This design comes from an exercise in tuning for small area, a short achievable clock period and few clock cycles per item on the open sky130 flow, not from production work. Function was checked by simulation only, so behaviour that the tests miss may differ from the original. Power figures rest on the tool's default switching activity, not on a simulated workload.

==> flow/design.v <==
module pa_wave_rom (
    input  wire [2:0] sel,
    input  wire [7:0] idx,
    output reg  [7:0] low,
    output reg  [2:0] d0,
    output reg  [2:0] d1,
    output reg  [1:0] dh
);
    wire       h     = idx[7];
    wire [6:0] j     = idx[6:0];
    wire       jz    = (j == 7'd0);
    wire [6:0] q_a   = (j[6] & |j[5:0]) ? (7'd64 - {1'b0, j[5:0]}) : j;
    wire [6:0] q_b   = (h & (jz | (&j))) ? 7'd64 : {1'b0, j[6] ? ~j[5:0] : j[5:0]};
    wire       q_inv = h & !jz;
    wire       q_neg = j[6] ^ h;
    wire       hump  = (idx[7:6] == 2'b00);
    wire [7:0] k     = idx - 8'd64;
    wire [6:0] h_a   = (idx[5] & |idx[4:0]) ? (7'd64 - {1'b0, idx[5:0]}) : {1'b0, idx[5:0]};
    wire [6:0] g_a   = (k > 8'd96) ? (8'd192 - k) : k;
    wire [6:0] h_b   = {2'b00, idx[5] ? ~idx[4:0] : idx[4:0]};
    wire [6:0] g_b   = (k >= 8'd96) ? (8'd191 - k) : k;
    wire       a_neg = hump ? idx[5] : (k >= 8'd96);
    reg  [2:0] tid;
    reg  [6:0] a_lo, a_dl;
    reg        inv, neg;
    always @(*) begin
        if (sel[2] & !sel[1]) begin             
            tid  = hump ? 3'd3 : 3'd4;
            a_lo = hump ? h_a : g_a;
            a_dl = hump ? h_b : g_b;
            inv  = sel[0];
            neg  = a_neg ^ sel[0];
        end else begin                          
            tid  = sel[2] ? 3'd2 : {2'b00, sel[0]};
            a_lo = q_a;
            a_dl = q_b;
            inv  = q_inv;
            neg  = q_neg;
        end
    end
    wire [7:0] t_low;
    wire [5:0] t_dlt;
    pa_wave_tabs u_tabs (.a_lo({tid, a_lo}), .a_dl({tid, a_dl}), .low(t_low), .dlt(t_dlt));
    wire [7:0] s_low = inv ? ~t_low : t_low;
    wire [5:0] s_dlt = t_dlt ^ {neg, 2'b00, neg, 2'b00};
    always @(*) begin
        dh = 2'b00;
        d1 = 3'b000;
        case (sel)
            3'd2: begin                           
                low = {8{~idx[7]}};
                d0  = (&idx[6:0]) ? {idx[7], 2'b01} : 3'b000;
                if (&idx[6:0]) dh = idx[7] ? 2'b01 : 2'b10;
            end
            3'd3: begin                           
                low = idx;
                d0  = 3'b001;
                if (&idx) dh = 2'b10;
            end
            default: begin
                low = s_low;
                d0  = s_dlt[2:0];
                d1  = s_dlt[5:3];
            end
        endcase
    end
endmodule
module pa_interp (
    input  wire [7:0]  low,
    input  wire [2:0]  d0,
    input  wire [2:0]  d1,
    input  wire [1:0]  dh,
    input  wire [15:0] frac,
    output wire [23:0] value
);
    wire [16:0] m0 = d0[1] ? {frac, 1'b0} : d0[0] ? {1'b0, frac} : 17'd0;
    wire [16:0] m1 = d1[1] ? {frac, 1'b0} : d1[0] ? {1'b0, frac} : 17'd0;
    wire [15:0] m2 = (dh[0] | dh[1]) ? frac : 16'd0;
    wire [23:0] r0 = {7'd0, m0} ^ {24{d0[2]}};
    wire [23:0] r1 = {{5'd0, m1} ^ {22{d1[2]}}, 2'b00};
    wire [23:0] r2 = {m2 ^ {16{dh[1]}}, 8'd0};
    assign value = {low, 16'd0} + r0 + r1 + r2 +
                   {15'd0, dh[1], 5'd0, d1[2], 1'b0, d0[2]};
endmodule
module pa_wave_tabs(a_lo, a_dl, low, dlt);
  input [9:0] a_lo;
  wire [9:0] a_lo;
  input [9:0] a_dl;
  wire [9:0] a_dl;
  output [7:0] low;
  wire [7:0] low;
  output [5:0] dlt;
  wire [5:0] dlt;
  wire _0_;
  wire _100_;
  wire _101_;
  wire _102_;
  wire _103_;
  wire _104_;
  wire _105_;
  wire _106_;
  wire _107_;
  wire _108_;
  wire _109_;
  wire _10_;
  wire _110_;
  wire _111_;
  wire _112_;
  wire _113_;
  wire _114_;
  wire _115_;
  wire _116_;
  wire _117_;
  wire _118_;
  wire _119_;
  wire _11_;
  wire _120_;
  wire _121_;
  wire _122_;
  wire _123_;
  wire _124_;
  wire _125_;
  wire _126_;
  wire _127_;
  wire _128_;
  wire _129_;
  wire _12_;
  wire _130_;
  wire _131_;
  wire _132_;
  wire _133_;
  wire _134_;
  wire _135_;
  wire _136_;
  wire _137_;
  wire _138_;
  wire _139_;
  wire _13_;
  wire _140_;
  wire _141_;
  wire _142_;
  wire _143_;
  wire _144_;
  wire _145_;
  wire _146_;
  wire _147_;
  wire _148_;
  wire _149_;
  wire _14_;
  wire _150_;
  wire _151_;
  wire _152_;
  wire _153_;
  wire _154_;
  wire _155_;
  wire _156_;
  wire _157_;
  wire _158_;
  wire _159_;
  wire _15_;
  wire _160_;
  wire _161_;
  wire _162_;
  wire _163_;
  wire _164_;
  wire _165_;
  wire _166_;
  wire _167_;
  wire _168_;
  wire _169_;
  wire _16_;
  wire _170_;
  wire _171_;
  wire _172_;
  wire _173_;
  wire _174_;
  wire _175_;
  wire _176_;
  wire _177_;
  wire _178_;
  wire _179_;
  wire _17_;
  wire _180_;
  wire _181_;
  wire _182_;
  wire _183_;
  wire _184_;
  wire _185_;
  wire _186_;
  wire _187_;
  wire _188_;
  wire _189_;
  wire _18_;
  wire _190_;
  wire _191_;
  wire _192_;
  wire _193_;
  wire _194_;
  wire _195_;
  wire _196_;
  wire _197_;
  wire _198_;
  wire _199_;
  wire _19_;
  wire _1_;
  wire _200_;
  wire _201_;
  wire _202_;
  wire _203_;
  wire _204_;
  wire _205_;
  wire _206_;
  wire _207_;
  wire _208_;
  wire _209_;
  wire _20_;
  wire _210_;
  wire _211_;
  wire _212_;
  wire _213_;
  wire _214_;
  wire _215_;
  wire _216_;
  wire _217_;
  wire _218_;
  wire _219_;
  wire _21_;
  wire _220_;
  wire _221_;
  wire _222_;
  wire _223_;
  wire _224_;
  wire _225_;
  wire _226_;
  wire _227_;
  wire _228_;
  wire _229_;
  wire _22_;
  wire _230_;
  wire _231_;
  wire _232_;
  wire _233_;
  wire _234_;
  wire _235_;
  wire _236_;
  wire _237_;
  wire _238_;
  wire _239_;
  wire _23_;
  wire _240_;
  wire _241_;
  wire _242_;
  wire _243_;
  wire _244_;
  wire _245_;
  wire _246_;
  wire _247_;
  wire _248_;
  wire _249_;
  wire _24_;
  wire _250_;
  wire _251_;
  wire _252_;
  wire _253_;
  wire _254_;
  wire _255_;
  wire _256_;
  wire _257_;
  wire _258_;
  wire _259_;
  wire _25_;
  wire _260_;
  wire _261_;
  wire _262_;
  wire _263_;
  wire _264_;
  wire _265_;
  wire _266_;
  wire _267_;
  wire _268_;
  wire _269_;
  wire _26_;
  wire _270_;
  wire _271_;
  wire _272_;
  wire _273_;
  wire _274_;
  wire _275_;
  wire _276_;
  wire _277_;
  wire _278_;
  wire _279_;
  wire _27_;
  wire _280_;
  wire _281_;
  wire _282_;
  wire _283_;
  wire _284_;
  wire _285_;
  wire _286_;
  wire _287_;
  wire _288_;
  wire _289_;
  wire _28_;
  wire _290_;
  wire _291_;
  wire _292_;
  wire _293_;
  wire _294_;
  wire _295_;
  wire _296_;
  wire _297_;
  wire _298_;
  wire _299_;
  wire _29_;
  wire _2_;
  wire _300_;
  wire _301_;
  wire _302_;
  wire _303_;
  wire _304_;
  wire _305_;
  wire _306_;
  wire _307_;
  wire _308_;
  wire _309_;
  wire _30_;
  wire _310_;
  wire _311_;
  wire _312_;
  wire _313_;
  wire _314_;
  wire _315_;
  wire _316_;
  wire _317_;
  wire _318_;
  wire _319_;
  wire _31_;
  wire _320_;
  wire _321_;
  wire _322_;
  wire _323_;
  wire _324_;
  wire _325_;
  wire _326_;
  wire _327_;
  wire _328_;
  wire _329_;
  wire _32_;
  wire _330_;
  wire _331_;
  wire _332_;
  wire _333_;
  wire _334_;
  wire _335_;
  wire _336_;
  wire _337_;
  wire _338_;
  wire _339_;
  wire _33_;
  wire _340_;
  wire _341_;
  wire _342_;
  wire _343_;
  wire _344_;
  wire _345_;
  wire _346_;
  wire _347_;
  wire _348_;
  wire _349_;
  wire _34_;
  wire _350_;
  wire _351_;
  wire _352_;
  wire _353_;
  wire _354_;
  wire _355_;
  wire _356_;
  wire _357_;
  wire _358_;
  wire _359_;
  wire _35_;
  wire _360_;
  wire _361_;
  wire _362_;
  wire _363_;
  wire _364_;
  wire _365_;
  wire _366_;
  wire _367_;
  wire _368_;
  wire _369_;
  wire _36_;
  wire _370_;
  wire _371_;
  wire _372_;
  wire _373_;
  wire _374_;
  wire _375_;
  wire _376_;
  wire _377_;
  wire _378_;
  wire _379_;
  wire _37_;
  wire _380_;
  wire _381_;
  wire _382_;
  wire _383_;
  wire _384_;
  wire _385_;
  wire _386_;
  wire _387_;
  wire _388_;
  wire _389_;
  wire _38_;
  wire _390_;
  wire _391_;
  wire _392_;
  wire _393_;
  wire _394_;
  wire _395_;
  wire _396_;
  wire _397_;
  wire _398_;
  wire _399_;
  wire _39_;
  wire _3_;
  wire _400_;
  wire _401_;
  wire _402_;
  wire _403_;
  wire _404_;
  wire _405_;
  wire _406_;
  wire _407_;
  wire _408_;
  wire _409_;
  wire _40_;
  wire _410_;
  wire _411_;
  wire _412_;
  wire _413_;
  wire _414_;
  wire _415_;
  wire _416_;
  wire _417_;
  wire _418_;
  wire _419_;
  wire _41_;
  wire _420_;
  wire _421_;
  wire _422_;
  wire _423_;
  wire _424_;
  wire _425_;
  wire _426_;
  wire _427_;
  wire _428_;
  wire _429_;
  wire _42_;
  wire _430_;
  wire _431_;
  wire _432_;
  wire _433_;
  wire _434_;
  wire _435_;
  wire _436_;
  wire _437_;
  wire _438_;
  wire _439_;
  wire _43_;
  wire _440_;
  wire _441_;
  wire _442_;
  wire _443_;
  wire _444_;
  wire _445_;
  wire _446_;
  wire _447_;
  wire _448_;
  wire _449_;
  wire _44_;
  wire _450_;
  wire _45_;
  wire _46_;
  wire _47_;
  wire _48_;
  wire _49_;
  wire _4_;
  wire _50_;
  wire _51_;
  wire _52_;
  wire _53_;
  wire _54_;
  wire _55_;
  wire _56_;
  wire _57_;
  wire _58_;
  wire _59_;
  wire _5_;
  wire _60_;
  wire _61_;
  wire _62_;
  wire _63_;
  wire _64_;
  wire _65_;
  wire _66_;
  wire _67_;
  wire _68_;
  wire _69_;
  wire _6_;
  wire _70_;
  wire _71_;
  wire _72_;
  wire _73_;
  wire _74_;
  wire _75_;
  wire _76_;
  wire _77_;
  wire _78_;
  wire _79_;
  wire _7_;
  wire _80_;
  wire _81_;
  wire _82_;
  wire _83_;
  wire _84_;
  wire _85_;
  wire _86_;
  wire _87_;
  wire _88_;
  wire _89_;
  wire _8_;
  wire _90_;
  wire _91_;
  wire _92_;
  wire _93_;
  wire _94_;
  wire _95_;
  wire _96_;
  wire _97_;
  wire _98_;
  wire _99_;
  wire _9_;
  assign _416_ = ~a_lo[9];
  assign _415_ = ~(a_lo[2] | a_lo[3]);
  assign _414_ = a_lo[0] | a_lo[1];
  assign _413_ = _415_ & ~(_414_);
  assign _412_ = a_lo[4] | a_lo[5];
  assign _411_ = _412_ | a_lo[6];
  assign _410_ = _413_ & ~(_411_);
  assign low[7] = _410_ | _416_;
  assign _409_ = _413_ & ~(a_lo[4]);
  assign _408_ = a_lo[5] & ~(_409_);
  assign _407_ = _408_ | a_lo[6];
  assign _406_ = ~a_lo[7];
  assign _405_ = ~a_lo[5];
  assign _404_ = ~a_lo[1];
  assign _403_ = a_lo[2] | a_lo[3];
  assign _402_ = _404_ & ~(_403_);
  assign _401_ = a_lo[4] & ~(_402_);
  assign _400_ = _405_ & ~(_401_);
  assign _399_ = ~(a_lo[2] | a_lo[1]);
  assign _398_ = a_lo[2] & a_lo[1];
  assign _397_ = _398_ | _399_;
  assign _396_ = ~((_397_ | a_lo[3]) & a_lo[4]);
  assign _395_ = _396_ & ~(a_lo[5]);
  assign _394_ = ~(_395_ | _400_);
  assign _393_ = ~((_394_ & _406_) | _407_);
  assign _392_ = _393_ & ~(a_lo[8]);
  assign _391_ = ~(a_lo[0] ^ a_lo[2]);
  assign _390_ = a_lo[3] & ~(_391_);
  assign _389_ = a_lo[3] & ~(_399_);
  assign _388_ = _389_ | _390_;
  assign _387_ = ~((_388_ & _406_) | _412_);
  assign _386_ = a_lo[4] & a_lo[5];
  assign _385_ = _386_ & ~(_402_);
  assign _384_ = _385_ | a_lo[6];
  assign _383_ = ~a_lo[8];
  assign _382_ = ~a_lo[2];
  assign _381_ = a_lo[0] & a_lo[1];
  assign _380_ = _382_ & ~(_381_);
  assign _379_ = a_lo[3] & ~(_380_);
  assign _378_ = _379_ | _412_;
  assign _377_ = ~((_378_ & a_lo[7]) | _383_);
  assign _376_ = ~((_384_ | _387_) & _377_);
  assign _375_ = ~(_376_ & _416_);
  assign low[6] = ~((_375_ | _392_) & (_407_ | low[7]));
  assign _374_ = ~a_lo[4];
  assign _373_ = _402_ | _374_;
  assign _372_ = a_lo[1] ? a_lo[2] : _391_;
  assign _371_ = _372_ | a_lo[3];
  assign _370_ = _371_ & ~(_373_);
  assign _369_ = a_lo[9] & ~(a_lo[6]);
  assign _368_ = a_lo[5] | ~(a_lo[4]);
  assign _367_ = ~(_368_ & _369_);
  assign _366_ = _367_ | _370_;
  assign _365_ = _374_ & ~(_379_);
  assign _364_ = _398_ | a_lo[3];
  assign _363_ = _364_ & _365_;
  assign _362_ = _400_ & ~(_363_);
  assign _361_ = ~(_362_ & a_lo[7]);
  assign _360_ = ~_398_;
  assign _359_ = ~(a_lo[0] & a_lo[1]);
  assign _358_ = a_lo[2] & ~(_359_);
  assign _357_ = _389_ & ~(_358_);
  assign _356_ = _371_ & ~(_357_);
  assign _355_ = _381_ | _415_;
  assign _354_ = _356_ & ~(_355_);
  assign _353_ = _360_ & ~(_354_);
  assign _352_ = _390_ | a_lo[5];
  assign _351_ = ~a_lo[3];
  assign _350_ = _399_ | _351_;
  assign _349_ = a_lo[5] & ~(a_lo[4]);
  assign _348_ = ~_349_;
  assign _347_ = _350_ & ~(_348_);
  assign _346_ = ~(a_lo[7] | a_lo[6]);
  assign _345_ = ~(_346_ & _368_);
  assign _344_ = _373_ & ~(_345_);
  assign _343_ = _344_ & ~(_347_);
  assign _342_ = ~((_352_ | _353_) & _343_);
  assign _341_ = ~((_342_ & _361_) | _383_);
  assign _340_ = _415_ & ~(_381_);
  assign _339_ = _340_ & ~(a_lo[4]);
  assign _338_ = ~((_339_ | _405_) & (_365_ | _394_));
  assign _337_ = _413_ & ~(_349_);
  assign _336_ = _374_ & ~(_413_);
  assign _335_ = _336_ | _406_;
  assign _334_ = ~(a_lo[8] | a_lo[6]);
  assign _333_ = ~((_335_ | _337_) & _334_);
  assign _332_ = ~((_338_ & _406_) | _333_);
  assign _331_ = _332_ | a_lo[9];
  assign low[5] = ~((_331_ | _341_) & (_366_ | _409_));
  assign _330_ = ~_346_;
  assign _329_ = _358_ | a_lo[3];
  assign _328_ = ~((_329_ | _399_) & a_lo[4]);
  assign _327_ = _328_ & ~(_405_);
  assign _326_ = ~((_353_ | a_lo[4]) & _327_);
  assign _325_ = a_lo[1] & a_lo[3];
  assign _324_ = a_lo[0] | ~(a_lo[2]);
  assign _323_ = ~(_324_ & _325_);
  assign _322_ = ~(a_lo[0] | a_lo[1]);
  assign _321_ = _381_ | _322_;
  assign _320_ = ~((_321_ | a_lo[3]) & _323_);
  assign _319_ = ~(a_lo[0] & a_lo[3]);
  assign _318_ = _382_ & ~(_319_);
  assign _317_ = _318_ | ~(_336_);
  assign _316_ = ~((_317_ | _320_) & (_340_ | _374_));
  assign _315_ = ~(_316_ & _405_);
  assign _314_ = ~((_315_ & _326_) | _330_);
  assign _313_ = a_lo[2] ? _404_ : _381_;
  assign _312_ = _313_ & ~(_351_);
  assign _311_ = _312_ | a_lo[4];
  assign _310_ = _351_ & ~(_313_);
  assign _309_ = ~(_310_ | _311_);
  assign _308_ = _309_ | ~(_395_);
  assign _307_ = ~((_308_ & a_lo[7]) | _383_);
  assign _306_ = _307_ & ~(_314_);
  assign _305_ = _391_ | _351_;
  assign _304_ = _305_ & ~(_389_);
  assign _303_ = ~(a_lo[2] & a_lo[3]);
  assign _302_ = ~(_349_ & _303_);
  assign _301_ = _364_ | _374_;
  assign _300_ = ~_303_;
  assign _299_ = ~((_300_ & a_lo[4]) | a_lo[5]);
  assign _298_ = ~(_299_ & _301_);
  assign _297_ = ~((_298_ | _363_) & (_340_ | _302_));
  assign _296_ = a_lo[7] & ~(a_lo[6]);
  assign _295_ = ~_296_;
  assign _294_ = ~((_412_ & _413_) | _295_);
  assign _293_ = ~((_294_ & _304_) | (_297_ & _346_));
  assign _292_ = ~((_293_ | a_lo[8]) & _416_);
  assign _291_ = ~((_347_ | _370_) & _408_);
  assign _290_ = ~a_lo[6];
  assign _289_ = _409_ | a_lo[5];
  assign _288_ = ~((_289_ | a_lo[3]) & _290_);
  assign _287_ = _291_ & ~(_288_);
  assign _286_ = _402_ & ~(_412_);
  assign _285_ = _286_ | _290_;
  assign _284_ = ~(_285_ & a_lo[9]);
  assign low[4] = ~((_284_ | _287_) & (_292_ | _306_));
  assign _283_ = ~a_lo[0];
  assign _282_ = a_lo[0] & a_lo[2];
  assign _281_ = a_lo[1] & ~(_282_);
  assign _280_ = ~((_281_ & a_lo[3]) | (_303_ & _283_));
  assign _279_ = _280_ & ~(_404_);
  assign _278_ = _374_ & ~(_322_);
  assign _277_ = _278_ & ~(_279_);
  assign _276_ = ~(_277_ | _365_);
  assign _275_ = _380_ | ~(_414_);
  assign _274_ = ~(_275_ | _329_);
  assign _273_ = a_lo[2] & ~(_381_);
  assign _272_ = _273_ | _274_;
  assign _271_ = a_lo[5] & ~(_401_);
  assign _270_ = ~((_272_ | _276_) & _271_);
  assign _269_ = a_lo[1] & ~(a_lo[2]);
  assign _268_ = a_lo[3] & ~(a_lo[0]);
  assign _267_ = _303_ & ~(_268_);
  assign _266_ = ~((_267_ | _269_) & a_lo[4]);
  assign _265_ = ~((_266_ | _310_) & _405_);
  assign _264_ = ~((_265_ | _309_) & _406_);
  assign _263_ = _270_ & ~(_264_);
  assign _262_ = ~((_412_ | _403_) & a_lo[7]);
  assign _261_ = _262_ | ~(_372_);
  assign _260_ = ~(_261_ & _334_);
  assign _259_ = _391_ | a_lo[1];
  assign _258_ = ~(a_lo[0] | a_lo[2]);
  assign _257_ = _404_ ? a_lo[0] : _258_;
  assign _256_ = _257_ | ~(_259_);
  assign _255_ = _256_ | _282_;
  assign _254_ = _255_ & ~(_399_);
  assign _253_ = _276_ | ~(_254_);
  assign _252_ = a_lo[1] | a_lo[3];
  assign _251_ = _252_ & ~(_388_);
  assign _250_ = a_lo[4] & ~(_251_);
  assign _249_ = _405_ & ~(_250_);
  assign _248_ = ~((_249_ & _253_) | _406_);
  assign _247_ = _397_ | _351_;
  assign _246_ = _283_ & ~(_402_);
  assign _245_ = _247_ ? _246_ : a_lo[0];
  assign _244_ = ~(_245_ | _412_);
  assign _243_ = a_lo[2] & ~(a_lo[0]);
  assign _242_ = _243_ ^ _404_;
  assign _241_ = _242_ & ~(a_lo[3]);
  assign _240_ = _374_ & ~(_325_);
  assign _239_ = _240_ & ~(_241_);
  assign _238_ = _252_ & ~(_243_);
  assign _237_ = _238_ & ~(_379_);
  assign _236_ = a_lo[4] & ~(_237_);
  assign _235_ = ~((_236_ | _239_) & a_lo[5]);
  assign _234_ = _301_ | ~(_321_);
  assign _233_ = ~((_234_ | a_lo[5]) & _346_);
  assign _232_ = _233_ | ~(_235_);
  assign _231_ = ~((_232_ | _244_) & a_lo[8]);
  assign _230_ = ~((_231_ | _248_) & (_260_ | _263_));
  assign _229_ = a_lo[5] & ~(_379_);
  assign _228_ = _229_ & _370_;
  assign _227_ = ~((_289_ | a_lo[2]) & (_348_ | _356_));
  assign _226_ = ~((_227_ | _228_) & _290_);
  assign _225_ = a_lo[5] | ~(a_lo[6]);
  assign _224_ = ~(_225_ | _402_);
  assign _223_ = ~((_224_ & _365_) | _416_);
  assign low[3] = ~((_223_ & _226_) | (_230_ & _416_));
  assign _222_ = _402_ | ~(_321_);
  assign _221_ = ~(_222_ & _294_);
  assign _220_ = ~(a_lo[4] & a_lo[3]);
  assign _219_ = a_lo[3] & ~(_256_);
  assign _218_ = _219_ | a_lo[5];
  assign _217_ = ~((_218_ & _412_) | (_254_ & _220_));
  assign _216_ = ~((_320_ & _349_) | _330_);
  assign _215_ = ~((_217_ | _327_) & _216_);
  assign _214_ = ~((_215_ & _221_) | a_lo[8]);
  assign _213_ = a_lo[0] & ~(_364_);
  assign _212_ = _213_ | _266_;
  assign _211_ = ~((_277_ | _365_) & (_321_ | _300_));
  assign _210_ = ~((_211_ & _212_) | a_lo[5]);
  assign _209_ = _391_ & ~(a_lo[3]);
  assign _208_ = _209_ & ~(_399_);
  assign _207_ = _268_ | a_lo[4];
  assign _206_ = _209_ | _322_;
  assign _205_ = _206_ | _312_;
  assign _204_ = ~((_205_ | _374_) & (_207_ | _208_));
  assign _203_ = _274_ | _374_;
  assign _202_ = _281_ | _351_;
  assign _201_ = ~((_202_ & _336_) | a_lo[5]);
  assign _200_ = ~((_201_ & _203_) | (_204_ & a_lo[5]));
  assign _199_ = ~((_200_ & _346_) | _383_);
  assign _198_ = ~((_210_ | _406_) & _199_);
  assign _197_ = ~(_198_ & _416_);
  assign _196_ = a_lo[9] & ~(_285_);
  assign _195_ = _312_ | _373_;
  assign _194_ = ~((_372_ & _351_) | _195_);
  assign _193_ = _358_ | a_lo[4];
  assign _192_ = ~((_193_ | _320_) & a_lo[5]);
  assign _191_ = ~((_192_ | _194_) & (_289_ | a_lo[1]));
  assign _190_ = ~((_191_ & _369_) | (_196_ & _362_));
  assign low[2] = ~((_197_ | _214_) & _190_);
  assign _189_ = ~(a_lo[0] | a_lo[3]);
  assign _188_ = a_lo[4] & ~(_189_);
  assign _187_ = ~(_256_ | _282_);
  assign _186_ = ~((_187_ & _351_) | (_388_ & _360_));
  assign _185_ = _323_ & ~(_207_);
  assign _184_ = ~((_185_ & _371_) | (_186_ & _188_));
  assign _183_ = _243_ | _374_;
  assign _182_ = _183_ & _195_;
  assign _181_ = ~(_189_ | _258_);
  assign _180_ = ~((_240_ & _181_) | _406_);
  assign _179_ = ~((_182_ | _354_) & _180_);
  assign _178_ = ~((_184_ | _330_) & _179_);
  assign _177_ = ~((_255_ | a_lo[3]) & (_304_ | _398_));
  assign _176_ = ~((_177_ & _283_) | (_324_ & _404_));
  assign _175_ = ~((_176_ | _318_) & a_lo[4]);
  assign _174_ = ~(a_lo[4] | a_lo[3]);
  assign _173_ = ~(_346_ & a_lo[5]);
  assign _172_ = ~((_174_ & _259_) | _173_);
  assign _171_ = ~((_172_ & _175_) | (_178_ & _405_));
  assign _170_ = _267_ & ~(_320_);
  assign _169_ = ~(_170_ | _183_);
  assign _168_ = ~((_169_ | _277_) & _405_);
  assign _167_ = _246_ & _247_;
  assign _166_ = _269_ | _258_;
  assign _165_ = _166_ | _329_;
  assign _164_ = _350_ & ~(_374_);
  assign _163_ = ~((_164_ & _165_) | _405_);
  assign _162_ = ~((_167_ | _317_) & _163_);
  assign _161_ = ~((_162_ & _168_) | a_lo[7]);
  assign _160_ = a_lo[0] | ~(a_lo[7]);
  assign _159_ = ~((_160_ | _286_) & _334_);
  assign _158_ = ~((_159_ | _161_) & (_171_ | _383_));
  assign _157_ = ~((_234_ & _396_) | _219_);
  assign _156_ = _243_ & ~(_404_);
  assign _155_ = ~((_156_ | _267_) & (_364_ | _283_));
  assign _154_ = ~((_155_ | a_lo[4]) & a_lo[5]);
  assign _153_ = _325_ & _282_;
  assign _152_ = ~((_153_ | _283_) & (_246_ | a_lo[4]));
  assign _151_ = ~((_152_ | a_lo[5]) & (_154_ | _157_));
  assign _150_ = ~(_151_ & _290_);
  assign _149_ = _251_ | _311_;
  assign _148_ = _328_ & ~(_225_);
  assign _147_ = ~((_148_ & _149_) | _416_);
  assign low[1] = ~((_147_ & _150_) | (_158_ & _416_));
  assign _146_ = _255_ | a_lo[3];
  assign _145_ = _153_ | _374_;
  assign _144_ = ~((_242_ & a_lo[3]) | _145_);
  assign _143_ = a_lo[3] & ~(_321_);
  assign _142_ = ~((_143_ | a_lo[4]) & a_lo[5]);
  assign _141_ = ~((_144_ & _146_) | _142_);
  assign _140_ = _205_ & ~(_143_);
  assign _139_ = _280_ & ~(_412_);
  assign _138_ = _346_ & ~(_139_);
  assign _137_ = ~((_140_ | _368_) & _138_);
  assign _136_ = _137_ | _141_;
  assign _135_ = ~(_279_ | _302_);
  assign _134_ = ~((_135_ | _385_) & _324_);
  assign _133_ = _300_ & ~(_281_);
  assign _132_ = _257_ | _412_;
  assign _131_ = _268_ | _368_;
  assign _130_ = ~((_131_ | _166_) & (_132_ | _133_));
  assign _129_ = _130_ | ~(_134_);
  assign _128_ = ~(_188_ & _403_);
  assign _127_ = _128_ | _143_;
  assign _126_ = _350_ & ~(_156_);
  assign _125_ = _126_ | _207_;
  assign _124_ = _125_ & ~(a_lo[5]);
  assign _123_ = _124_ & _127_;
  assign _122_ = ~((_123_ | _406_) & (_129_ | _330_));
  assign _121_ = _383_ & ~(_410_);
  assign _120_ = ~((_121_ & _136_) | (_122_ & a_lo[8]));
  assign _119_ = _276_ | ~(_155_);
  assign _118_ = a_lo[9] & ~(_225_);
  assign _117_ = _118_ & ~(_236_);
  assign _116_ = _386_ & ~(_390_);
  assign _115_ = ~(_116_ & _146_);
  assign _114_ = ~_273_;
  assign _113_ = _351_ ? _114_ : _242_;
  assign _112_ = ~((_414_ & _415_) | _145_);
  assign _111_ = _336_ | a_lo[5];
  assign _110_ = ~((_111_ | _112_) & _369_);
  assign _109_ = ~((_113_ & _349_) | _110_);
  assign _108_ = ~((_109_ & _115_) | (_117_ & _119_));
  assign low[0] = ~((_120_ | a_lo[9]) & _108_);
  assign _107_ = ~(a_dl[7] | a_dl[6]);
  assign _106_ = ~a_dl[4];
  assign _105_ = ~(a_dl[2] | a_dl[0]);
  assign _104_ = ~(a_dl[2] ^ a_dl[0]);
  assign _103_ = ~((_104_ | a_dl[1]) & a_dl[3]);
  assign _102_ = ~((_103_ | _105_) & _106_);
  assign _101_ = ~((_102_ | a_dl[5]) & _107_);
  assign _100_ = ~(a_dl[2] | a_dl[1]);
  assign _99_ = a_dl[3] & ~(_100_);
  assign _98_ = ~a_dl[1];
  assign _97_ = a_dl[0] | ~(a_dl[2]);
  assign _96_ = ~((_97_ | _98_) & _106_);
  assign _95_ = ~((_96_ | _99_) & a_dl[7]);
  assign _94_ = a_dl[8] & ~(a_dl[9]);
  assign _93_ = ~(_94_ & _95_);
  assign dlt[4] = _101_ & ~(_93_);
  assign _92_ = a_dl[9] & ~(a_dl[6]);
  assign _91_ = ~_92_;
  assign _90_ = ~(a_dl[1] | a_dl[3]);
  assign _89_ = a_dl[2] | a_dl[0];
  assign _88_ = _89_ | a_dl[5];
  assign _87_ = _90_ & ~(_88_);
  assign _86_ = _87_ & ~(_91_);
  assign _85_ = ~_86_;
  assign _84_ = a_dl[2] & a_dl[0];
  assign _83_ = ~((_84_ & a_dl[1]) | a_dl[3]);
  assign _82_ = _83_ & a_dl[2];
  assign _81_ = ~(a_dl[2] | a_dl[3]);
  assign _80_ = a_dl[4] & ~(_81_);
  assign _79_ = _80_ & ~(_82_);
  assign _78_ = ~a_dl[3];
  assign _77_ = a_dl[2] | ~(a_dl[0]);
  assign _76_ = ~((_97_ | _98_) & _77_);
  assign _75_ = ~((_76_ | _100_) & _78_);
  assign _74_ = ~(_75_ | _96_);
  assign _73_ = _74_ | _79_;
  assign _72_ = _73_ | _101_;
  assign _71_ = a_dl[0] & ~(a_dl[2]);
  assign _70_ = _71_ | ~(_99_);
  assign _69_ = a_dl[4] & ~(_70_);
  assign _68_ = ~((_69_ | _95_) & a_dl[8]);
  assign _67_ = _72_ & ~(_68_);
  assign _66_ = _67_ | a_dl[9];
  assign _65_ = a_dl[3] & ~(_71_);
  assign _64_ = a_dl[2] & ~(a_dl[0]);
  assign _63_ = ~((_64_ & a_dl[1]) | _71_);
  assign _62_ = _98_ ? _84_ : _64_;
  assign _61_ = ~((_62_ | _90_) & _63_);
  assign _60_ = ~((_61_ & _65_) | a_dl[4]);
  assign _59_ = a_dl[5] & ~(_60_);
  assign _58_ = _90_ & ~(_77_);
  assign _57_ = _59_ & ~(_58_);
  assign _56_ = _57_ | ~(_107_);
  assign _55_ = ~a_dl[7];
  assign _54_ = _78_ & ~(_63_);
  assign _53_ = _54_ | _102_;
  assign _52_ = a_dl[4] & ~(_105_);
  assign _51_ = ~((_65_ | _83_) & _52_);
  assign _50_ = _51_ & ~(a_dl[5]);
  assign _49_ = ~((_50_ & _53_) | a_dl[6]);
  assign _48_ = ~((_49_ & _87_) | _55_);
  assign _47_ = _48_ | a_dl[8];
  assign _46_ = a_dl[6] | a_dl[9];
  assign _45_ = _46_ | _47_;
  assign _44_ = _56_ & ~(_45_);
  assign dlt[3] = ~((_44_ | _66_) & _85_);
  assign _43_ = ~a_dl[9];
  assign _42_ = ~(a_dl[1] & a_dl[3]);
  assign _41_ = _105_ & ~(_42_);
  assign _40_ = ~(a_dl[4] | a_dl[5]);
  assign _39_ = ~((_40_ & _41_) | _56_);
  assign _38_ = ~((_39_ | _47_) & _43_);
  assign _37_ = ~((_70_ & _80_) | _95_);
  assign _36_ = _50_ & _53_;
  assign _35_ = _36_ | a_dl[6];
  assign _34_ = ~a_dl[5];
  assign _33_ = _74_ | _34_;
  assign _32_ = ~_84_;
  assign _31_ = ~((_42_ | _32_) & _79_);
  assign _30_ = _31_ & ~(_33_);
  assign _29_ = ~((_30_ | _35_) & _55_);
  assign _28_ = _29_ & ~(_37_);
  assign _27_ = a_dl[8] & ~(_28_);
  assign _26_ = _92_ & ~(_87_);
  assign _25_ = _71_ & ~(_42_);
  assign _24_ = ~(_41_ | _54_);
  assign _23_ = ~((_24_ | _106_) & (_25_ | _96_));
  assign _22_ = ~(a_dl[6] & a_dl[9]);
  assign _21_ = _22_ | ~(_23_);
  assign _20_ = _21_ & ~(_26_);
  assign dlt[2] = ~((_27_ | _38_) & _20_);
  assign _19_ = a_dl[3] & ~(_25_);
  assign _18_ = _84_ ? a_dl[1] : _89_;
  assign _17_ = a_dl[0] & ~(_81_);
  assign _16_ = ~((_17_ | _98_) & (_18_ | a_dl[3]));
  assign _15_ = a_dl[0] & ~(_16_);
  assign _14_ = _19_ | ~(_15_);
  assign _13_ = ~((_90_ & _64_) | (_104_ & _106_));
  assign _12_ = ~(_13_ & a_dl[5]);
  assign _11_ = _14_ & ~(_12_);
  assign _10_ = _64_ | _98_;
  assign _9_ = a_dl[0] & ~(a_dl[3]);
  assign _8_ = a_dl[4] & ~(a_dl[5]);
  assign _7_ = ~((_9_ | _10_) & _8_);
  assign _6_ = ~(_7_ | _82_);
  assign _5_ = ~((_6_ & _16_) | _87_);
  assign _4_ = _5_ & ~(_11_);
  assign _3_ = ~_4_;
  assign _2_ = _65_ & ~(_62_);
  assign _1_ = ~((_18_ & _63_) | a_dl[3]);
  assign _0_ = _1_ | _106_;
  assign _450_ = _99_ & ~(_102_);
  assign _449_ = _34_ & ~(_450_);
  assign _448_ = ~((_0_ | _2_) & _449_);
  assign _447_ = ~(_42_ | _84_);
  assign _446_ = _106_ & ~(_105_);
  assign _445_ = ~(_446_ & _61_);
  assign _444_ = ~((_445_ | _447_) & (_6_ | _40_));
  assign _443_ = _105_ | ~(_99_);
  assign _442_ = _443_ & _79_;
  assign _441_ = ~((_442_ | _33_) & _107_);
  assign _440_ = _441_ | _36_;
  assign _439_ = _444_ & ~(_440_);
  assign _438_ = _15_ | ~(_80_);
  assign _437_ = ~((_62_ | _99_) & _106_);
  assign _436_ = _437_ & ~(_55_);
  assign _435_ = ~(_436_ & _438_);
  assign _434_ = ~((_435_ | _37_) & a_dl[8]);
  assign _433_ = ~((_434_ | _439_) & (_448_ | _47_));
  assign dlt[1] = ~((_433_ | _38_) & (_3_ | _91_));
  assign _432_ = _98_ & ~(_104_);
  assign _431_ = _432_ ^ _78_;
  assign _430_ = _431_ | _106_;
  assign _429_ = _430_ & _59_;
  assign _428_ = _448_ & ~(_429_);
  assign _427_ = _19_ | a_dl[4];
  assign _426_ = _75_ & ~(_427_);
  assign _425_ = ~((_32_ | _98_) & _52_);
  assign _424_ = ~((_443_ & _79_) | _425_);
  assign _423_ = ~((_424_ | _426_) & a_dl[5]);
  assign _422_ = ~((_423_ & _444_) | a_dl[6]);
  assign _421_ = _435_ & _94_;
  assign _420_ = ~((_422_ | a_dl[7]) & _421_);
  assign _419_ = ~((_4_ | _91_) & _21_);
  assign _418_ = _420_ & ~(_419_);
  assign dlt[0] = ~((_428_ | _45_) & _418_);
  assign _417_ = ~(_94_ & a_dl[5]);
  assign dlt[5] = ~((_417_ | _72_) & _85_);
endmodule
module pa_fconv #(
    parameter integer KP = 2,           
    parameter integer KF = 6            
) (
    input  wire        clk,
    input  wire        rst,
    input  wire        start,      
    input  wire        is_period,  
    input  wire        is_set,     
    input  wire [31:0] arg,        
    output wire        last,       
    output reg         fin,        
    output reg         fin_set,    
    output wire [23:0] result      
);
    localparam integer KM = (KF > KP) ? KF : KP;
    localparam integer NQ = 24 + KM - 1;          
    localparam [46:0] B = 47'd72057594037927;
    reg          it;         
    reg          per;        
    reg  [3:0]   cyc;        
    reg          sp;         
    reg          sp_max;     
    reg  [22:0]  den;        
    reg  [23:0]  rem;
    reg [NQ-1:0] nq;         
    wire        f_sign = arg[31];
    wire [7:0]  f_exp  = arg[30:23];
    wire [23:0] f_m    = {1'b1, arg[22:0]};
    wire        f_nan  = (&f_exp) && (|arg[22:0]);
    reg         s_sp, s_max;
    reg  [3:0]  s_cyc;
    reg  [2:0]  s_pad;
    reg  [23:0] keep;        
    integer j, n;
    always @(*) begin
        s_cyc = 4'd0;
        s_pad = 3'd0;
        if (!is_period) begin
            s_sp  = f_nan | f_sign | (f_exp >= 8'd136) | (f_exp <= 8'd111);
            s_max = !f_nan & !f_sign & (f_exp >= 8'd136);
            for (n = 0; n < 24; n = n + 1)
                if (f_exp[4:0] == ((112 + n) % 32)) begin
                    s_cyc = n / KF + 1;
                    s_pad = (KF - 1) - (n % KF);
                end
            for (j = 0; j < 24; j = j + 1)
                keep[j] = (f_exp >= 135 - j);
        end else begin
            s_sp  = f_nan | f_sign | (f_exp >= 8'd142) | (f_exp <= 8'd117);
            s_max = !f_nan & (f_sign | (f_exp <= 8'd117));
            for (n = 0; n < 24; n = n + 1)
                if (f_exp[4:0] == ((141 - n) % 32)) begin
                    s_cyc = n / KP + 1;
                    s_pad = (KP - 1) - (n % KP);
                end
            for (j = 0; j < 24; j = j + 1)
                keep[j] = (f_exp <= 118 + j);
        end
    end
    wire [46:0] x_f = {17'd0, f_m[23:18], f_m[17:0], 6'd0};    
    wire [46:0] x_p = B;
    wire [46:0] x   = (is_period ? x_p : x_f) & {23'h7fffff, keep};
    wire [46:0] x_s = x >> s_pad;
    wire [NQ+22:0] x_q = {x, {(KM-1){1'b0}}} >> s_pad;
    assign last = it & (cyc == 4'd1) & !start;
    localparam integer KP2 = KP / 2;
    wire [25:0]   d1 = {3'b001, den};
    wire [25:0]   d2 = {2'b01, den, 1'b0};
    reg  [23:0]   pr [0:KP2];
    reg [NQ-1:0]  pq [0:KP2];
    reg  [25:0]   py;
    reg  [26:0]   p1, p2, p3;
    integer i;
    always @(*) begin
        pr[0] = rem;
        pq[0] = nq;
        for (i = 0; i < KP2; i = i + 1) begin
            py = {pr[i], pq[i][NQ-1:NQ-2]};
            p1 = {1'b0, py} - {1'b0, d1};
            p2 = {1'b0, py} - {1'b0, d2};
            p3 = {1'b0, py} - {1'b0, d1} - {1'b0, d2};
            if (!p3[26])      begin pr[i+1] = p3[23:0]; pq[i+1] = {pq[i][NQ-3:0], 2'd3}; end
            else if (!p2[26]) begin pr[i+1] = p2[23:0]; pq[i+1] = {pq[i][NQ-3:0], 2'd2}; end
            else if (!p1[26]) begin pr[i+1] = p1[23:0]; pq[i+1] = {pq[i][NQ-3:0], 2'd1}; end
            else              begin pr[i+1] = py[23:0]; pq[i+1] = {pq[i][NQ-3:0], 2'd0}; end
        end
    end
    localparam integer KF2 = KF / 2;
    reg  [6:0]    fr [0:KF2];
    reg [NQ-1:0]  fq [0:KF2];
    reg  [8:0]    fy;
    integer f;
    always @(*) begin
        fr[0] = rem[6:0];
        fq[0] = nq;
        for (f = 0; f < KF2; f = f + 1) begin
            fy = {fr[f], fq[f][NQ-1:NQ-2]};
            if (fy >= 9'd375)      begin fr[f+1] = fy - 9'd375; fq[f+1] = {fq[f][NQ-3:0], 2'd3}; end
            else if (fy >= 9'd250) begin fr[f+1] = fy - 9'd250; fq[f+1] = {fq[f][NQ-3:0], 2'd2}; end
            else if (fy >= 9'd125) begin fr[f+1] = fy - 9'd125; fq[f+1] = {fq[f][NQ-3:0], 2'd1}; end
            else                   begin fr[f+1] = fy[6:0];     fq[f+1] = {fq[f][NQ-3:0], 2'd0}; end
        end
    end
    always @(posedge clk) begin
        if (rst) begin
            it  <= 1'b0;
            fin <= 1'b0;
        end else begin
            fin <= 1'b0;
            if (start)
                it <= 1'b1;
            else if (it & (cyc == 4'd1)) begin
                it  <= 1'b0;
                fin <= 1'b1;
            end
        end
        if (!it | start) begin
            sp      <= s_sp;
            sp_max  <= s_max;
            fin_set <= is_set;
            per     <= is_period;
            cyc     <= s_sp ? 4'd1 : s_cyc;
            den     <= f_m[22:0];
            rem     <= x_s[46:24];
            nq      <= x_q[NQ-1:0];
        end else begin
            rem <= per ? pr[KP2] : {17'd0, fr[KF2]};
            nq  <= per ? pq[KP2] : fq[KF2];
            cyc <= cyc - 4'd1;
        end
    end
    wire [23:0] q = nq[23:0];
    assign result = sp ? (sp_max ? 24'h800000 : 24'd1) :
                    (q[23] & |q[22:0]) ? 24'h800000 :
                    (q == 24'd0) ? 24'd1 : q;
endmodule
module phase_accumulator #(
    parameter integer CONV_KP = 2,    
    parameter integer CONV_KF = 6     
) (
    input  wire        clk,
    input  wire        rst,           
    input  wire        tick_valid,
    output wire        tick_ready,
    input  wire        cmd_valid,
    output wire        cmd_ready,
    input  wire [7:0]  cmd_op,
    input  wire [31:0] cmd_arg,
    output reg         rsp_valid,
    output reg         rsp_err,
    output reg  [31:0] rsp_data
);
    localparam [3:0] K_ZERO  = 4'd0;
    localparam [3:0] K_VALUE = 4'd1;
    localparam [3:0] K_CNT   = 4'd2;
    localparam [3:0] K_INC   = 4'd3;
    localparam [3:0] K_HALF  = 4'd4;
    localparam [3:0] K_ERR   = 4'd5;
    localparam [3:0] K_MINF  = 4'd8;    
    localparam [3:0] K_MAXF  = 4'd9;
    localparam [3:0] K_MINP  = 4'd10;
    localparam [3:0] K_MAXP  = 4'd11;
    reg [23:0] cnt;
    reg [23:0] inc;
    reg [2:0]  sel;
    reg        crdy;
    reg        trdy;
    reg        sbusy;      
    assign cmd_ready  = crdy;
    assign tick_ready = trdy;
    wire cfire = cmd_valid & crdy;
    wire tfire = tick_valid & trdy;
    reg       d_set_inc, d_set_cnt, d_tick, d_rst_ph, d_set_wave, d_conv;
    reg [3:0] d_kind;
    always @(*) begin
        d_set_inc = 1'b0; d_set_cnt = 1'b0; d_tick = 1'b0; d_rst_ph = 1'b0;
        d_set_wave = 1'b0; d_conv = 1'b0;
        d_kind = K_ZERO;
        case (cmd_op)
            8'h01: d_set_inc  = 1'b1;
            8'h02: d_kind     = K_INC;
            8'h03: d_set_cnt  = 1'b1;
            8'h04: d_kind     = K_CNT;
            8'h05: d_tick     = 1'b1;
            8'h06: d_rst_ph   = 1'b1;
            8'h07: d_kind     = K_HALF;
            8'h10: d_kind     = K_VALUE;
            8'h11: d_set_wave = 1'b1;
            8'h20, 8'h21, 8'h22, 8'h23: d_conv = 1'b1;
            8'h24: d_kind     = K_MINF;
            8'h25: d_kind     = K_MAXF;
            8'h26: d_kind     = K_MINP;
            8'h27: d_kind     = K_MAXP;
            default: d_kind   = K_ERR;
        endcase
    end
    wire d_dep  = d_set_inc | (cmd_op == 8'h02) | d_tick | (d_conv & !cmd_op[1]);
    wire set_go = cfire & d_conv & cmd_op[1];
    wire conv_go = cfire & d_conv & !cmd_op[1] & !sbusy;
    wire buf_now = cfire & sbusy & d_dep;
    reg        b_v;                  
    reg        b_sinc, b_ginc, b_tick, b_conv, b_per;
    reg [31:0] b_arg;
    wire        cv_last, cv_fin, cv_fin_set;
    wire [23:0] cv_result;
    wire        cv_wr = cv_fin & cv_fin_set;
    wire        bx    = b_v & cv_wr;    
    pa_fconv #(.KP(CONV_KP), .KF(CONV_KF)) u_fconv (
        .clk       (clk),
        .rst       (rst),
        .start     (set_go | conv_go | (bx & b_conv)),
        .is_period (b_v ? b_per : cmd_op[0]),
        .is_set    (!b_v & cmd_op[1]),
        .arg       (b_v ? b_arg : cmd_arg),
        .last      (cv_last),
        .fin       (cv_fin),
        .fin_set   (cv_fin_set),
        .result    (cv_result)
    );
    wire [23:0] inc_eff = cv_wr ? cv_result : inc;
    wire [23:0] sum1 = cnt + inc_eff;
    wire        c_tick = cfire & d_tick & !sbusy;
    wire        dbl = tfire & c_tick;
    reg         pend;
    always @(posedge clk) begin
        if (rst) begin
            cnt   <= 24'd0;
            inc   <= 24'd0;
            sel   <= 3'd0;
            crdy  <= 1'b1;
            trdy  <= 1'b1;
            sbusy <= 1'b0;
            b_v   <= 1'b0;
            pend  <= 1'b0;
        end else begin
            pend <= dbl;
            if (cfire & d_set_cnt)
                cnt <= cmd_arg[23:0];
            else if (cfire & d_rst_ph)
                cnt <= 24'd0;
            else if (tfire | c_tick | pend | (bx & b_tick))
                cnt <= sum1;
            if (cfire & d_set_inc & !sbusy)
                inc <= cmd_arg[23:0];
            else if (bx & b_sinc)
                inc <= b_arg[23:0];
            else if (cv_wr)
                inc <= cv_result;
            if (cfire & d_set_wave)
                sel <= (cmd_arg <= 32'd6) ? cmd_arg[2:0] : 3'd0;
            if (set_go)
                sbusy <= 1'b1;
            else if (cv_last)
                sbusy <= 1'b0;
            if (buf_now)
                b_v <= 1'b1;
            else if (bx)
                b_v <= 1'b0;
            if (conv_go | buf_now | dbl | (bx & b_conv))
                crdy <= 1'b0;
            else if ((cv_last & !b_v) | (bx & !b_conv) | pend)
                crdy <= 1'b1;
            if (set_go | dbl)
                trdy <= 1'b0;
            else if ((cv_last & !b_v & !buf_now) | bx | pend)
                trdy <= 1'b1;
        end
        if (buf_now) begin
            b_sinc <= d_set_inc;
            b_ginc <= (cmd_op == 8'h02);
            b_tick <= d_tick;
            b_conv <= d_conv;
            b_per  <= cmd_op[0];
            b_arg  <= cmd_arg;
        end
    end
    reg        r0_v;
    reg [3:0]  r0_k;
    reg        p1_v;
    reg        p1_val;
    reg        p1_err;
    reg [31:0] p1_d;
    wire [7:0]  w_low;
    wire [2:0]  w_d0, w_d1;
    wire [1:0]  w_dh;
    pa_wave_rom u_rom (.sel(sel), .idx(cnt[23:16]), .low(w_low),
                       .d0(w_d0), .d1(w_d1), .dh(w_dh));
    reg [31:0] rd;
    always @(*) begin
        case (r0_k)
            K_VALUE: rd = {w_low, w_d0, w_d1, w_dh, cnt[15:0]};
            K_CNT:   rd = {8'd0, cnt};
            K_INC:   rd = {8'd0, inc};
            K_HALF:  rd = {31'd0, (cnt > 24'h800000)};
            K_MINF:  rd = 32'h387A0000;
            K_MAXF:  rd = 32'h43FA0000;
            K_MINP:  rd = 32'h3B03126F;
            K_MAXP:  rd = 32'h4683126F;
            default: rd = 32'd0;
        endcase
    end
    wire [23:0] value;
    pa_interp u_interp (.low(p1_d[31:24]), .d0(p1_d[23:21]), .d1(p1_d[20:18]),
                        .dh(p1_d[17:16]), .frac(p1_d[15:0]), .value(value));
    always @(posedge clk) begin
        if (rst) begin
            r0_v      <= 1'b0;
            p1_v      <= 1'b0;
            rsp_valid <= 1'b0;
        end else begin
            r0_v      <= (cfire & !buf_now & !(d_conv & !cmd_op[1])) | (bx & !b_conv);
            p1_v      <= r0_v;
            rsp_valid <= p1_v | (cv_fin & !cv_fin_set);
        end
        r0_k   <= bx ? (b_ginc ? K_INC : K_ZERO) : d_kind;
        p1_val <= (r0_k == K_VALUE);
        p1_err <= (r0_k == K_ERR);
        p1_d   <= rd;
        if (cv_fin & !cv_fin_set) begin
            rsp_err  <= 1'b0;
            rsp_data <= {8'd0, cv_result};
        end else begin
            rsp_err  <= p1_err;
            rsp_data <= p1_val ? {8'd0, value} : p1_d;
        end
    end
endmodule
==> flow/flow/run.sh <==
#!/bin/bash
set -euo pipefail
bash standard.sh 'BUFFER_PORTS_ARGS=-buffer_cell sky130_fd_sc_hd__buf_2' SETUP_SLACK_MARGIN=7 finish > standard_flow.log 2>&1
==> flow/standard.sh <==
#!/bin/bash
# synth_recipe.tcl (not shown) runs the flow's synth.tcl, then flattens the netlist and writes it again
# the make line also repeats each setting of config.mk as NAME=value (left out here)
make -C /OpenROAD-flow-scripts/flow DESIGN_CONFIG=/design/flow/config.mk WORK_HOME=/design/flow/orfs CLKGATE_MAP_FILE= SYNTH_SCRIPT=/design/flow/synth_recipe.tcl "${@:-finish}"
==> flow/config.mk <==
export PLATFORM = sky130hd
export DESIGN_NAME = phase_accumulator
export DESIGN_NICKNAME = phase_accumulator
export VERILOG_FILES = /design/flow/design.v
export SDC_FILE = /design/flow/constraint.sdc
export NUM_CORES = 4
export LEC_CHECK = 0
export CAP_MARGIN = 20
export CORE_MARGIN = 2
export CORE_UTILIZATION = 30
export CTS_BUF_LIST = sky130_fd_sc_hd__clkbuf_8
export PLACE_DENSITY = 0.5
export SETUP_SLACK_MARGIN = 5
export SLEW_MARGIN = 20
export SYNTH_MEMORY_MAX_BITS = 32768
==> flow/constraint.sdc <==
create_clock -name core_clock -period 12.0 [get_ports {clk}]
set_input_delay 2.4000 -clock core_clock [delete_from_list [all_inputs] [get_ports {clk}]]
set_output_delay 2.4000 -clock core_clock [all_outputs]
set_load 0.01 [all_outputs]
==> impl_summary.log, run 1 <==
[metrics] TritonCTS buffer count: 49
[metrics] post-synthesis register bit count: about 250
[metrics] post-DR vias/cell: approximately 5.6
[metrics] layout cells sized above 1: around 16%
[metrics] first drt pass iteration count: 5
[metrics] Arrival @ worst endpoint: 6.00 ns
[metrics] Final ANT Viol Nets: 0
[metrics] initial detailed-routing violation count: approximately 1900
[metrics] Core Util, Final: a little over a third
[metrics] Leakage: between 10 and 15 nW
[metrics] slowest cell on the critical path: edfxtp_1
[metrics] worst clock skew on the final layout: 0.0296 ns
[metrics] type of the worst setup path: reg2reg
[metrics] initial antenna violation count: 12
[metrics] final setup slack of the worst path: roughly 6.5 ns
[metrics] clock transition at the registers of the reported paths: around 0.06 ns
[metrics] Crit Path Max Fanout: 4
[metrics] Cell Rows: between 100 and 150
[metrics] Setup Slack @ Placement: 5.73 ns
[metrics] number of top-level design ports: 80
[metrics] Avg WL per Cell: 20.9 microns
[metrics] total standard cell area after synthesis: between 20000 and 25000 sq um
[metrics] maximum cell stage delay along the critical path: around 0.38 ns
[metrics] worst hold path endpoint: p1_v$_SDFF_PP0_
[metrics] clock tree from TritonCTS: done
[metrics] most common cell after layout, fill and taps aside: a21oi_1
[metrics] Yosys cell types: around 100
[metrics] cell count of the worst hold path: 1
[metrics] routed wire length: between 80000 and 90000 microns
[metrics] sequential area share after synthesis: between 20% and 30%
[metrics] worst supply voltage drop on vdd: approximately 84 uV
[metrics] number of max-slew violations in the final report: 0
[metrics] run status: timing/DRC/antenna clean
[metrics] final-layout fill cell count: around 8400
[metrics] GRT Residual Overflow: 0
[metrics] floorplan die width: about 290 microns
[metrics] final worst path period need: ~5.5 ns
[metrics] effective utilization at floorplan: 30.4%
[metrics] reg-to-reg endpoint: u_fconv.rem[19]$_DFF_P_
[metrics] power density over the cells: roughly 120 nW/um^2
[metrics] Final Net Count: 3464
[metrics] Top FF cell, synth: dfxtp_1
[metrics] synthesized instance count: 3157
[metrics] Final period util: 45.4%
[metrics] Post-synth ARST share: 0%
[metrics] worst reg-to-reg path cell count: 28
[metrics] most frequent cells in the layout: a21oi_1, nand2_1, nor2_1, o21ai_0, dfxtp_1
[metrics] count of flip-flops with a built-in enable after synthesis: 64
[metrics] Hold Violations, Final: 0
[metrics] number of port buffers: 79
[metrics] element type at the critical path end: flop
[metrics] launch point of the worst reg-to-reg path: u_fconv.den[0]$_DFFE_PN_
[metrics] Detailed Place HPWL: 66600 microns
[metrics] area of the die: 82700 sq um
[metrics] startpoint type of the worst setup path: flop
[metrics] Syn. warnings: 7
[metrics] first-pass GRT wire length: approximately 140000 microns
[metrics] syn_area_per_cell: ~7.6 sq um
[metrics] maximum number of buffers from clock root to sink: 3
[metrics] vias: ~24000
[metrics] Worst Hold Launch: r0_v$_SDFF_PP0_
[metrics] setup repair after global routing missed its margin: yes
[metrics] peak clock frequency supported by timing: about 180 MHz
[metrics] core box area: around 79000 sq um
[metrics] die extent in y: around 290 microns
[metrics] required time of the critical path: about 13 ns
[metrics] clock latency on the worst-skew pair: roughly 0.64 ns
[metrics] Setup Viol. Count Final: 0
[metrics] number of hold buffers added after CTS: 0
[metrics] CP dominant cell by count: a21o_1
[metrics] R2R Setup Slk: roughly 6.5 ns
[metrics] Layout area overhead: 16.3%
[metrics] overall routing resource usage: between 20% and 30%
[metrics] slew at the pin closest to its max-slew limit: approximately 1.1 ns
[metrics] Final TNS setup: 0 ns
[metrics] vias in the first global route: 23100
[metrics] total nets after synthesis: 3408
[metrics] maximum number of pins on one net before global-route repair: 62
[metrics] H-tree levels: 2
[metrics] number of DRC violations after detailed routing: 0
[metrics] Hold Path Class: reg2reg
[metrics] number of maximum-capacitance constraint violations: 0
[metrics] gp weighted congestion: 0.944
[metrics] normalized max-slew margin: around 27%
[metrics] clk sinks: between 200 and 300
[metrics] CTS Root Cell: clkbuf_8
-- what timing repair did --
item | CTS | global route
setup buffers | 37 | 27
pin swaps | 39 | 44
setup endpoints to repair | 94 | 70
gates cloned | 3 | 1
hold endpoints to repair | 0 | 0
gates resized for setup | 88 | 131
-- sequential cells by signal (all words and copies together), names as in the netlist, 3 cells and up --
| name | cells |
|---|---|
| u_fconv.rem | 24 |
| r0_k | 4 |
| u_fconv.nq | 29 |
| cnt | 24 |
| inc | 24 |
| u_fconv.den | 23 |
| u_fconv.cyc | 4 |
| rsp_data | 32 |
| sel | 3 |
| b_arg | 32 |
| p1_d | 32 |
-- stage by stage --
stage                     hold slack (ns)  total power, mW  cells  instance area, sq um
final                               0.443             3.25   4309                 28100
after global routing                0.458             3.45   4306                 28000
after CTS                           0.444             3.18   4275                 27300
after detailed placement            0.439             2.19   4144                 25600
after global placement              0.442             2.21   4144                 25600
after floorplan                     0.414             1.89   3157                 24300
-- cells in the mapped netlist, types with 14 or more instances --
library cell  instances  area [sq um]
nand3_1              78           390
dfxtp_1             189          3780
o21a_1               22           165
buf_1                14          52.6
a31oi_1              42           263
o21bai_1             21           158
nand2b_1             25           156
o31ai_1              14           105
a21oi_1             346          1730
xnor2_1             121          1060
nor3_1               83           415
a221oi_1             36           315
inv_1               132           495
nor2b_1              66           413
clkbuf_1            163           612
nor2_1              295          1110
a21o_1               53           398
o21ai_0             238          1190
o211ai_1             29           218
and3_1               20           125
a22oi_1              32           240
nand2_1             296          1110
nand4_1              17           106
o22ai_1              19           119
xor2_1               39           342
nor4_1               26           163
a211oi_1             81           608
fa_1                 26           521
mux2i_1              91           911
or2_2                16           100
mux2_2               41           462
ha_1                181          2260
and2_1               28           175
edfxtp_1             64          1920
-- area by class of cell --
type	count	area (sq um)	area share, %
inverter	139	542	1.93
clock inverter	30	199	0.709
sequential	253	5730	20.4
clock buffer	61	840	2.99
multi-input combinational	2577	18000	64.1
antenna	6	15.0	0.0535
timing repair buffer	193	1440	5.13
tap	1050	1310	4.68
-- metal layers --
layer / wire length [microns] / track usage [%] / vias up / part of all wire, %
met3: 4900 / 2.81 / 184 / 5.5
met2: 43200 / 36.3 / 775 / 48
met4: 3920 / 8.88 / 10 / 4.4
li1: - / - / 11700 / -
met5: 70 / 0 / - / 0.078
met1: 37800 / 26.2 / 11500 / 42
-- critical path, delay by kind of cell, from the launching register on --
| kind | cells | cell delay [ns] |
|---|---|---|
| buf+inv | 4 | 0.44 |
| xor+xnor | 1 | 0.10 |
| fa+ha+maj | 3 | 0.70 |
| compound gates | 18 | 3.31 |
| simple gates | 2 | 0.45 |
| flops | 1 | 0.38 |
-- report_power, final --
group          internal (mW)  switching (mW)
logic                  0.554           0.818
registers              0.909          0.0564
clock network          0.504           0.413
total                   1.97            1.29
-- worst max path at each step --
stage,to,cells past startpoint,startpoint,slack [ns]
detailed placement,u_fconv.rem[2]$_DFF_P_,14,cmd_op[4],5.73
CTS,u_fconv.rem[15]$_DFF_P_,28,u_fconv.nq[27]$_DFF_P_,6.30
floorplan,u_fconv.rem[0]$_DFF_P_,29,u_fconv.nq[27]$_DFF_P_,6.85
global route,u_fconv.rem[15]$_DFF_P_,29,u_fconv.den[0]$_DFFE_PN_,6.31
global placement,u_fconv.rem[2]$_DFF_P_,14,cmd_op[4],5.75
finish,u_fconv.rem[19]$_DFF_P_,28,u_fconv.den[0]$_DFFE_PN_,6.55
-- logic make-up (layout without fill, tap and decap cells) --
group                    count (synthesis)  in the layout  synth area share [%]
buffers and inverters                  327            423                  5.21
XOR/XNOR                               162            162                  5.94
AO/OA/AOI/OAI                         1088           1088                  29.1
other                                    0              6                     0
adder cells (fa/ha/maj)                207            207                  11.5
flip-flops                             253            253                  23.7
multiplexers                           132            132                  5.69
AND/OR/NAND/NOR                        988            988                  18.9
Testbench counts, summed over its fixed seeds: cycles 29,799, cmds 24,000.
==> run 2: changes to the inputs <==
--- a/flow/design.v
+++ b/flow/design.v
@@ -1212,5 +1212,6 @@
     reg        b_v;                  
     reg        b_sinc, b_ginc, b_tick, b_conv, b_per;
-    reg [31:0] b_arg;
+    reg [31:0] a_q;                  
+    reg        go_q, per_q, set_q;   
     wire        cv_last, cv_fin, cv_fin_set;
     wire [23:0] cv_result;
@@ -1220,8 +1221,8 @@
         .clk       (clk),
         .rst       (rst),
-        .start     (set_go | conv_go | (bx & b_conv)),
-        .is_period (b_v ? b_per : cmd_op[0]),
-        .is_set    (!b_v & cmd_op[1]),
-        .arg       (b_v ? b_arg : cmd_arg),
+        .start     (go_q | (bx & b_conv)),
+        .is_period (b_v ? b_per : per_q),
+        .is_set    (!b_v & set_q),
+        .arg       (a_q),
         .last      (cv_last),
         .fin       (cv_fin),
@@ -1243,7 +1244,9 @@
             sbusy <= 1'b0;
             b_v   <= 1'b0;
+            go_q  <= 1'b0;
             pend  <= 1'b0;
         end else begin
             pend <= dbl;
+            go_q <= set_go | conv_go;
             if (cfire & d_set_cnt)
                 cnt <= cmd_arg[23:0];
@@ -1255,5 +1258,5 @@
                 inc <= cmd_arg[23:0];
             else if (bx & b_sinc)
-                inc <= b_arg[23:0];
+                inc <= a_q[23:0];
             else if (cv_wr)
                 inc <= cv_result;
@@ -1277,4 +1280,9 @@
                 trdy <= 1'b1;
         end
+        if (cfire) begin
+            a_q   <= cmd_arg;
+            per_q <= cmd_op[0];
+            set_q <= cmd_op[1];
+        end
         if (buf_now) begin
             b_sinc <= d_set_inc;
@@ -1283,5 +1291,4 @@
             b_conv <= d_conv;
             b_per  <= cmd_op[0];
-            b_arg  <= cmd_arg;
         end
     end
==> run 2 against run 1 <==
  * Still clean
  * Non-clock buffer count is 19 higher
  * Core utilization is 0.31 points higher
  * Worst hold slack better by 0.0075 ns
  * Sequential power up 5%
  * Routed wire length up 0.58%
  * Clock skew grew 0.056 ns
  * Count of clock-buffer cells in the layout is 11 lower
  * Fmax up 5.9%
  * Register-to-register slack better by 0.30 ns
  * Sequential cell count increased by 3
  * Via count increased by 0.35%
  * Clock power rose by 2%
  * Largest cell class unchanged
  * Largest power group unchanged
  * Highest routed layer is now met4
==> impl_summary.log, run 2 <==
[metrics] wire length on met3: 4390 microns (-10%)
[metrics] clock transition at the registers of the reported paths: 0.07 ns (about the same)
[metrics] total nets after synthesis: 3428 (+0.59%)
[metrics] worst reg-to-reg path cell count: 29 (+3.6%)
[metrics] leading cell types by count after synthesis: nand2_1, nor2_1, a21oi_1
[metrics] Detailed Place HPWL: 65100 microns (-2.3%)
[metrics] effective utilization at floorplan: 30.3% (-0.094 points)
[metrics] Yosys cell types: 99 (-2.0%)
[metrics] source of the critical timing path: u_fconv.den[0]$_DFFE_PN_
[metrics] area of the multi-input gates: 18000 sq um (about the same)
[metrics] area fraction of the dominant cell type after synthesis: 15.9% (+0.18 points)
[metrics] first drt pass iteration count: 6 (+1)
[metrics] Worst Setup EP: u_fconv.rem[4]$_DFF_P_
[metrics] required time of the critical path: 12.53 ns (-0.02 ns)
[metrics] normalized max-slew margin: 26.5% (-0.39 points)
[metrics] setup repair after global routing missed its margin: yes
[metrics] Final TNS setup: 0 ns (unchanged)
[metrics] H-tree levels: 2 (unchanged)
[metrics] Arrival @ worst endpoint: 5.68 ns (-0.32 ns)
[metrics] final worst path period need: 5.15 ns (-0.303 ns)
[metrics] top layer used by detailed routing: met4
[metrics] sequential area share after synthesis: 24.1% (+0.48 points)
[metrics] Syn. warnings: 7 (unchanged)
[metrics] worst clock skew on the final layout: 0.0857 ns (+0.0561 ns)
[metrics] routed wire length: 90400 microns (+0.58%)
[metrics] Final ANT Viol Nets: 0 (unchanged)
[metrics] slowest cell on the critical path: edfxtp_1
[metrics] type of the worst setup path: reg2reg
[metrics] syn_area_per_cell: 7.55 sq um (-1.3%)
[metrics] core box area: 79000 sq um (-0.33%)
[metrics] cell type contributing the most total cell area after synthesis: dfxtp_1
[metrics] R2R Setup Slk: 6.85 ns (+0.30 ns)
[metrics] number of hold buffers added after CTS: 0 (unchanged)
[metrics] cell with the most instances after synthesis: nand2_1
[metrics] run status: timing/DRC/antenna clean
[metrics] Met2 Wirelength: 45000 microns (+4.0%)
[metrics] layout cells sized above 1: 16.4% (+0.31 points)
[metrics] CTS Root Cell: clkbuf_8
[metrics] initial detailed-routing violation count: 1721 (-9.6%)
[metrics] vias: 24200 (+0.35%)
[metrics] largest registers: a_q (32), p1_d (32), rsp_data (32)
[metrics] floorplan die width: 287 microns (-0.31%)
[metrics] Clock power frac: 27.2% (-1.0 points)
[metrics] Avg WL per Cell: 20.9 microns (+0.11%)
[metrics] most frequent cells in the layout: nand2_1, nor2_1, a21oi_1, o21ai_0, dfxtp_1
[metrics] number of top-level design ports: 80 (unchanged)
[metrics] clk sinks: 256 (+1.2%)
[metrics] synthesized instance count: 3177 (+0.63%)
[metrics] fraction of power consumed by combinational cells: 43.4% (+1.2 points)
[metrics] power density over the cells: 122 nW/um^2 (+4.8%)
[metrics] launch point of the worst reg-to-reg path: u_fconv.den[0]$_DFFE_PN_
[metrics] Final Net Count: 3491 (+0.78%)
[metrics] cell types occupying the most area after synthesis: dfxtp_1, ha_1, edfxtp_1, a21oi_1, o21ai_0
[metrics] slew at the pin closest to its max-slew limit: 1.10 ns (+0.00589 ns)
[metrics] overall routing resource usage: 21.3% (+0.21 points)
[metrics] GRT Residual Overflow: 0 (unchanged)
[metrics] initial antenna violation count: 2 (-10)
[metrics] most common cell after layout, fill and taps aside: nand2_1
[metrics] maximum number of buffers from clock root to sink: 3 (unchanged)
[metrics] clock latency on the worst-skew pair: 0.69 ns (+0.05 ns)
[metrics] Hold Path Class: reg2reg
[metrics] Layout area overhead: 17.6%
[metrics] area of the die: 82200 sq um (-0.62%)
[metrics] gp weighted congestion: 0.872 (-7.6%)
[metrics] maximum cell stage delay along the critical path: 0.40 ns (+0.02 ns)
[metrics] Cell Rows: 103 (unchanged)
[metrics] Final period util: 42.9% (-2.5 points)
[metrics] reg-to-reg endpoint: u_fconv.rem[4]$_DFF_P_
[metrics] Hold Violations, Final: 0 (unchanged)
[metrics] Sw Ratio: 40.1% (+0.56 points)
[metrics] detailed-routing wirelength on met1: 37600 microns (-0.32%)
run 2: cell types whose count changed after synthesis, sizes merged, moves of 14 or more:
cell and delta:
a21o -21, a21oi -27, clkbuf +14, inv -15
mux2 -21, mux2i -21, nand2 +29, nor2 +28
run 2: worst min-delay path by stage:
stage,slack (ns),start,end
finish,0.45,r0_v$_SDFF_PP0_,p1_v$_SDFF_PP0_
detailed placement,0.44,r0_v$_SDFF_PP0_,p1_v$_SDFF_PP0_
global route,0.46,r0_v$_SDFF_PP0_,p1_v$_SDFF_PP0_
CTS,0.46,r0_v$_SDFF_PP0_,p1_v$_SDFF_PP0_
floorplan,0.41,r0_v$_SDFF_PP0_,p1_v$_SDFF_PP0_
global placement,0.42,r0_v$_SDFF_PP0_,p1_v$_SDFF_PP0_
run 2: cell families after synthesis:
logic type | share of synthesized area [%]
muxes | 3.89
and+or+nand+nor | 20.8
DFF | 24.1
xor gates and xnor gates | 6.06
buffers and inverters | 5.05
AOI/OAI and AO/OA | 28.4
adders and majority gates | 11.7
run 2: through the flow:
stage	cell area, sq um	instances	power, mW	setup WS [ns]	util (%)
after CTS	27400	4295	3.31	6.84	34.6
after floorplan	24000	3177	1.90	7.01	-
after global routing	28200	4328	3.62	6.55	35.7
final	28200	4329	3.43	6.85	35.7
after global placement	25300	4149	2.22	5.90	32.1
after detailed placement	25300	4149	2.21	5.89	32.1
run 2: power by group through the flow:
stage / combinational [mW] / clock [mW] / sequential (mW)
3_5_place_dp: 1.19 / 0 / 1.02
3_3_place_gp: 1.20 / 0 / 1.02
4_1_cts: 1.34 / 0.959 / 1.01
6_report: 1.49 / 0.931 / 1.01
5_1_grt: 1.61 / 0.994 / 1.01
2_1_floorplan: 0.925 / 0 / 0.977
run 2: what timing repair did:
item / in CTS / in global routing
pin swaps: 40 / 48
setup buffers: 55 / 30
gates resized for setup: 131 / 131
hold endpoints to repair: 0 / 0
cloned: 5 / 2
setup endpoints to repair: 51 / 49
run 2: final cells by class:
class,count,share of cell area [%]
sequential,256,20.7
clock buffer,50,2.44
antenna,2,0.0177
clock inverter,36,1.16
timing repair buffer,212,5.65
tap,1050,4.66
inverter,121,1.68
multi-input combinational,2602,63.7
run 2: routing by layer:
| metal | global-route usage (%) | vias up |
|---|---|---|
| li1 | - | 11700 |
| met5 | 0 | - |
| met3 | 2.47 | 173 |
| met2 | 37.7 | 705 |
| met4 | 8.08 | 0 |
| met1 | 26.2 | 11600 |
Testbench counts of run 2, summed over its fixed seeds: cycles 31,235, cmds 24,000.

[port drivers added, routing unchanged]
The flow's constraints put no driver on any port. The routed layouts listed below were extracted and timed again, unchanged, in two steps.
Step 1, drivers: a clkbuf_16 drives clk and a buf_2 each remaining input, both assumed.
Step 2 moves the port delays by t, midway between the first and last clock arrival at a register: inputs arrive t later, outputs are due t later. That takes back most of the time a late clock gives input paths.
a / b / c = ideal / step 1 / step 2; a / b = the first two.
run	t, ns	setup slack, ns	worst hold slack (ns)	cell pins on the clock port's net
run 1	0.678	6.549 / 6.549 / 6.125	0.443 / 0.443 / 0.443	1
run 2	0.710	6.852 / 6.852 / 6.628	0.450 / 0.450 / 0.450	1
After both steps every run listed still meets setup and hold. The setup slack of run 1, which loses most, moves by 0.000 ns with the drivers and by -0.424 ns with both steps.
